This design comes from an exercise in tuning for small area, a short achievable clock period and few clock cycles per item on the open sky130 flow, not from production work.
The RTL was checked by simulation tests, not by an equivalence proof against the original design.
Power and IR drop assume default switching activity.

==> v38 <==
Design mont_mul, start of the top module:
module mont_mul (
    input  wire         clk,
    input  wire         rst,
    input  wire         start,
    input  wire [1:0]   op,
    input  wire [259:0] a,
    input  wire [259:0] b,
    output wire         ready,
    output reg          done,
    output wire [259:0] result
);
==> flow/config.mk <==
export PLATFORM = sky130hd
export DESIGN_NAME = mont_mul
export DESIGN_NICKNAME = mont_mul
export VERILOG_FILES = /design/flow/design.v
export SDC_FILE = /design/flow/constraint.sdc
export NUM_CORES = 4
export LEC_CHECK = 0
export ABC_AREA = 1
export CAP_MARGIN = 20
export CORE_MARGIN = 2
export CORE_UTILIZATION = 40
export SETUP_SLACK_MARGIN = 5
export SLEW_MARGIN = 20
==> flow/constraint.sdc <==
create_clock -name core_clock -period 9.0 [get_ports {clk}]
set_input_delay 1.8000 -clock core_clock [delete_from_list [all_inputs] [get_ports {clk}]]
set_output_delay 1.8000 -clock core_clock [all_outputs]
set_load 0.01 [all_outputs]
standard.sh (not shown) runs the stock make flow with config.mk's settings and CLKGATE_MAP_FILE= SYNTH_SCRIPT=/design/flow/synth_recipe.tcl, a recipe that flattens the netlist after the stock synthesis.
==> flow/flow/run.sh <==
#!/bin/bash
# Own layout flow: the standard flow, with two changes between synthesis
# and floorplan:
#  1. flow/polarity.py removes the inverters that Yosys' full-adder extraction
#     leaves between full adders (each full adder is built in the polarity
#     that needs no inverter; the netlist's registers are not touched);
#  2. ports are buffered with buf_1 cells instead of the default delay cell.
# Each tool's output goes to a log file of its own in this folder.
set -euo pipefail
R=orfs/results/${FLOW_PLATFORM}/mont_mul/base
LIB=${FLOW_HOME}/platforms/${FLOW_PLATFORM}/lib/sky130_fd_sc_hd__tt_025C_1v80.lib

bash standard.sh synth > synth.log 2>&1
cp ${R}/1_2_yosys.v ${R}/1_2_yosys_std.v
python3 flow/polarity.py ${R}/1_2_yosys_std.v ${R}/1_2_yosys.v ${LIB} > polarity.log 2>&1
rm -f ${R}/1_synth.odb
BUFFER_PORTS_ARGS="-buffer_cell sky130_fd_sc_hd__buf_1" bash standard.sh finish > layout.log 2>&1
Other scripts of this flow, unchanged in this note and not shown: flow/flow/polarity.py
==> v9 (differences from v38) <==
--- a/flow/design.v
+++ b/flow/design.v
@@ -13,34 +13,30 @@
     localparam [259:0] RR   = 260'h9411b7c309a3dceec73d217f5be65cb687604d63c715bea69f9d265e952d13b;
     localparam [260:0] NEGL = (261'd1 << 261) - {1'b0, L};
     localparam [124:0] LC   = L[124:0];
     localparam [1:0] OP_MUL = 2'd1, OP_TOMONT = 2'd2, OP_FROMMONT = 2'd3;
     reg  [260:0] A;           
     reg  [259:0] B;           
     reg          y_rr, y_one;  
     reg  [265:0] RS, RC;      
-    reg  [32:0]  CR;          
+    reg  [16:0]  CR;          
     reg  [6:0]   cnt;
     reg          run, first, active, sub, pend, p1, op_mul, ready_r, negl, settled;
     assign ready  = ready_r;
     assign result = RS[259:0];
     wire acc = start & ready_r;
     wire [259:0] Y = B;
     wire [260:0] Y1 = {1'b0, Y};
     wire [260:0] Y2 = {Y, 1'b0};
-    reg  [5:0] bc, bcn;
+    reg  [5:0] bc;
     wire neg0 = bc[0], one0 = bc[1], two0 = bc[2];
     wire neg1 = bc[3], one1 = bc[4], two1 = bc[5];
-    wire neg0h = ~bcn[0], one0h = ~bcn[1], two0h = ~bcn[2];
-    wire neg1h = ~bcn[3], one1h = ~bcn[4], two1h = ~bcn[5];
-    wire [260:0] pp0 = {((one0h ? Y1[260:130] : 131'd0) | (two0h ? Y2[260:130] : 131'd0)) ^ {131{neg0h}},
-                        ((one0  ? Y1[129:0]   : 130'd0) | (two0  ? Y2[129:0]   : 130'd0)) ^ {130{neg0}}};
-    wire [260:0] pp1 = {((one1h ? Y1[260:130] : 131'd0) | (two1h ? Y2[260:130] : 131'd0)) ^ {131{neg1h}},
-                        ((one1  ? Y1[129:0]   : 130'd0) | (two1  ? Y2[129:0]   : 130'd0)) ^ {130{neg1}}};
+    wire [260:0] pp0 = ((one0 ? Y1 : 261'd0) | (two0 ? Y2 : 261'd0)) ^ {261{neg0}};
+    wire [260:0] pp1 = ((one1 ? Y1 : 261'd0) | (two1 ? Y2 : 261'd0)) ^ {261{neg1}};
     wire [261:0] gs = first ? (262'd1 << 261) : RS[265:4];
     reg  [4:0]   x5;
     always @(*) begin
         case ({first, RS[3:0], RC[3:0]})
             9'd0: x5 = 5'd0;
             9'd1: x5 = 5'd1;
             9'd2: x5 = 5'd2;
             9'd3: x5 = 5'd3;
@@ -2149,27 +2145,27 @@
     wire hc654 = RC[265] & ~neg0;
     wire hs657 = 1'b1 ^ hc654;
     wire hc657 = 1'b1 & hc654;
     wire hs659 = ~neg1 ^ hc657;
     wire hc659 = ~neg1 & hc657;
     wire [265:0] ns = {1'b0, 1'b1, hs659, fs658, fc653, fc650, fc647, fc644, fc641, fc638, fc635, fc632, fs632, fc1786, fc1785, fc1784, fc1783, fs1783, fc615, fc612, fc609, fc606, fc603, fc600, fc597, fc594, fc591, fc588, fc585, fc582, fc579, fc576, fc573, fc570, fc567, fc564, fc561, fc558, fc555, fc552, fc549, fc546, fc543, fc540, fc537, fc534, fc531, fc528, fc525, fc522, fc519, fc516, fc513, fc510, fc507, fc504, fc501, fc498, fc495, fc492, fc489, fc486, fc483, fc480, fc477, fc474, fc471, fc468, fc465, fc462, fc459, fc456, fc453, fc450, fc447, fc444, fc441, fc438, fc435, fc432, fc429, fc426, fc423, fc420, fc417, fc414, fc411, fc408, fc405, fc402, fc399, fc396, fc393, fc390, fc387, fc384, fc381, fc378, fc375, fc372, fc369, fc366, fc363, fc360, fc357, fc354, fc351, fc348, fc345, fc342, fc339, fc336, fc333, fc330, fc327, fc324, fc321, fc318, fc315, fc312, fc309, fc306, fc303, fc300, fc297, fc294, fc291, fc288, fc285, fc282, fc279, fc276, fc273, fc270, fc267, fc264, fc261, fc258, fc255, fs255, fc1782, fc1781, fc1780, fc1779, fc1778, fc1777, fc1776, fc1775, fc1774, fc1773, fc1772, fc1771, fc1770, fc1769, fc1768, fc1767, fc1766, fc1765, fc1764, fc1763, fc1762, fc1761, fc1760, fc1759, fc1758, fc1757, fc1756, fc1755, fc1754, fc1753, fc1752, fc1751, fc1750, fc1749, fc1748, fc1747, fc1746, fc1745, fc1744, fc1743, fc1742, fc1741, fc1740, fc1739, fc1738, fc1737, fc1736, fc1735, fc1734, fc1733, fc1732, fc1731, fc1730, fc1729, fc1728, fc1727, fc1726, fc1725, fc1724, fc1723, fc1722, fc1721, fc1720, fc1719, fc1718, fc1717, fc1716, fc1715, fc1714, fc1713, fs1713, fs109, fc1712, fc1711, fc1710, fc1709, fc1708, fc1707, fc1706, fc1705, fc1704, fc1703, fc1702, fc1701, fc1700, fc1699, fc1698, fc1697, fc1696, fc1695, fc1694, fc1693, fc1692, fc1691, fc1690, fc1689, fc1688, fc1687, fc1686, fc1685, fc1684, fc1683, fc1682, fc1681, fc1680, fc1679, fc1678, fc1677, fc1676, fc1675, fc1674, fc1673, fc1672, fc1671, fc1670, fc1669, fc1668, fc1667, fc1666, fc1665, fc1664, fc1663, fc1662, fc1661, fc1660, fs1660};
     wire [265:0] nc = {1'b0, hc659, fc658, fc656, fs656, fs653, fs650, fs647, fs644, fs641, fs638, fs635, fc629, fs629, fs1786, fs1785, fs1784, fc618, fs618, fs615, fs612, fs609, fs606, fs603, fs600, fs597, fs594, fs591, fs588, fs585, fs582, fs579, fs576, fs573, fs570, fs567, fs564, fs561, fs558, fs555, fs552, fs549, fs546, fs543, fs540, fs537, fs534, fs531, fs528, fs525, fs522, fs519, fs516, fs513, fs510, fs507, fs504, fs501, fs498, fs495, fs492, fs489, fs486, fs483, fs480, fs477, fs474, fs471, fs468, fs465, fs462, fs459, fs456, fs453, fs450, fs447, fs444, fs441, fs438, fs435, fs432, fs429, fs426, fs423, fs420, fs417, fs414, fs411, fs408, fs405, fs402, fs399, fs396, fs393, fs390, fs387, fs384, fs381, fs378, fs375, fs372, fs369, fs366, fs363, fs360, fs357, fs354, fs351, fs348, fs345, fs342, fs339, fs336, fs333, fs330, fs327, fs324, fs321, fs318, fs315, fs312, fs309, fs306, fs303, fs300, fs297, fs294, fs291, fs288, fs285, fs282, fs279, fs276, fs273, fs270, fs267, fs264, fs261, fs258, fc252, fs252, fs1782, fs1781, fs1780, fs1779, fs1778, fs1777, fs1776, fs1775, fs1774, fs1773, fs1772, fs1771, fs1770, fs1769, fs1768, fs1767, fs1766, fs1765, fs1764, fs1763, fs1762, fs1761, fs1760, fs1759, fs1758, fs1757, fs1756, fs1755, fs1754, fs1753, fs1752, fs1751, fs1750, fs1749, fs1748, fs1747, fs1746, fs1745, fs1744, fs1743, fs1742, fs1741, fs1740, fs1739, fs1738, fs1737, fs1736, fs1735, fs1734, fs1733, fs1732, fs1731, fs1730, fs1729, fs1728, fs1727, fs1726, fs1725, fs1724, fs1723, fs1722, fs1721, fs1720, fs1719, fs1718, fs1717, fs1716, fs1715, fs1714, fc109, fc106, fs106, fs1712, fs1711, fs1710, fs1709, fs1708, fs1707, fs1706, fs1705, fs1704, fs1703, fs1702, fs1701, fs1700, fs1699, fs1698, fs1697, fs1696, fs1695, fs1694, fs1693, fs1692, fs1691, fs1690, fs1689, fs1688, fs1687, fs1686, fs1685, fs1684, fs1683, fs1682, fs1681, fs1680, fs1679, fs1678, fs1677, fs1676, fs1675, fs1674, fs1673, fs1672, fs1671, fs1670, fs1669, fs1668, fs1667, fs1666, fs1665, fs1664, fs1663, fs1662, fs1661, fs0};
     wire [260:0] bsum;
-    wire [32:0]  bcar;
+    wire [16:0]  bcar;
     genvar g;
     generate
-        for (g = 0; g < 32; g = g + 1) begin : blk
-            wire [8:0] t = {1'b0, RS[8*g +: 8]} + {1'b0, RC[8*g+7 : 8*g+1], RC[8*g] | CR[g]};
-            assign bsum[8*g +: 8] = t[7:0];
-            assign bcar[g+1] = t[8];
+        for (g = 0; g < 16; g = g + 1) begin : blk
+            wire [16:0] t = {1'b0, RS[16*g +: 16]} + {1'b0, RC[16*g+15 : 16*g+1], RC[16*g] | CR[g]};
+            assign bsum[16*g +: 16] = t[15:0];
+            assign bcar[g+1] = t[16];
         end
     endgenerate
     assign bcar[0] = 1'b0;
-    assign bsum[260:256] = RS[260:256] + {RC[260:257], RC[256] | CR[32]};
+    assign bsum[260:256] = RS[260:256] + {RC[260:257], RC[256] | CR[16]};
     wire z  = ~|RC & ~|CR;
     wire zn = z | ~|bcar;
     wire ge = (|RS[260:253]) | (RS[252] & ((|RS[251:125]) | (RS[124:0] >= LC)));
     wire p1_edge  = ~run & zn & active & p1;
     wire zr       = ~run & settled & ~negl;
     wire fin_edge = zr & active & ~p1 & (sub | ~ge);
     wire neg_load = zr & active & ~p1 & ~sub & ge;
     wire go       = ((zr & (fin_edge | ~active)) | (~run & ~active & zn)) & pend;    
@@ -2184,20 +2180,19 @@
     always @(posedge clk) begin
         if (run) begin
             RS <= ns;
             RC <= nc;
         end else begin
             RS <= {5'd0, bsum};
             RC <= negl ? {5'd0, NEGL} : 266'd0;
         end
-        CR <= run ? 33'd0 : (bcar & {33{~(rst | z)}});
+        CR <= run ? 17'd0 : (bcar & {17{~(rst | z)}});
         A  <= A_d;
         bc <= bc_d;
-        bcn <= ~bc_d;
         if (ready_r)
             B <= b;
         else if (cvp1 | y_rr)
             B <= RR;
         else if (y_one)
             B <= 260'd1;
         if (ready_r) begin
             y_rr   <= (op == OP_TOMONT);
Settings changed: ABC_AREA 1 to default.
==> summary.txt <==
- Status: no timing/DRC/antenna violations
- Synth Instances: 8,137
- Die width: 454 µm
- Clk sink count: ~1,100
- Setup bufs post-CTS: 26
- Comb pwr share: 0.637
- Final GP Congestion: 0.952
- Critical Path Start: RC[17]
- Min cycle time layout: around 4 ns
- Die ar.: 207,000 µm²
- P_sw: 20.3 mW
The numbers above come from v9.

==> summary.txt <==
- Setup bufs post-CTS: 4
- P_sw: 22.3 mW
- Die width: 454 µm
- Comb pwr share: 0.654
- Clk sink count: 1,112
- Critical Path Start: RC[8]
- Final GP Congestion: around 0.94
- Status: no timing/DRC/antenna violations
- Die ar.: 206,000 µm²
The numbers above come from v38.

Testbench counts of v38, summed over its fixed seeds: cycles 38,428, items 384.
Testbench counts of v9, summed over its fixed seeds: cycles 38,420, items 384.

==> what the ideal ports hide <==
Ports are ideal in the flow. The routed layouts listed here were re-timed in OpenROAD.
Step 1, drivers: a clkbuf_16 drives clk and a buf_2 each remaining input, both assumed.
Step 2 adds t to the input delays and takes it off the output delays; t is the mean of the earliest and latest rising clock arrival at the registers after step 1. Input paths then give back, and output paths get back, about the clock's delay inside the block.
a / b / c = ideal / step 1 / step 2; a / b = the first two.
run | t (ns) | setup WS [ns] | worst setup path after step 2 | clock arrival spread, ns | worst data-port slew with drivers (ns)
v38 | 0.895 | 5.021 / 5.021 / 5.021 | register to register | 0.042 / 0.043 | 0.28
v9 | 0.897 | 5.003 / 5.003 / 5.003 | register to register | 0.041 / 0.040 | 0.28
After both steps every run listed still meets setup and hold.
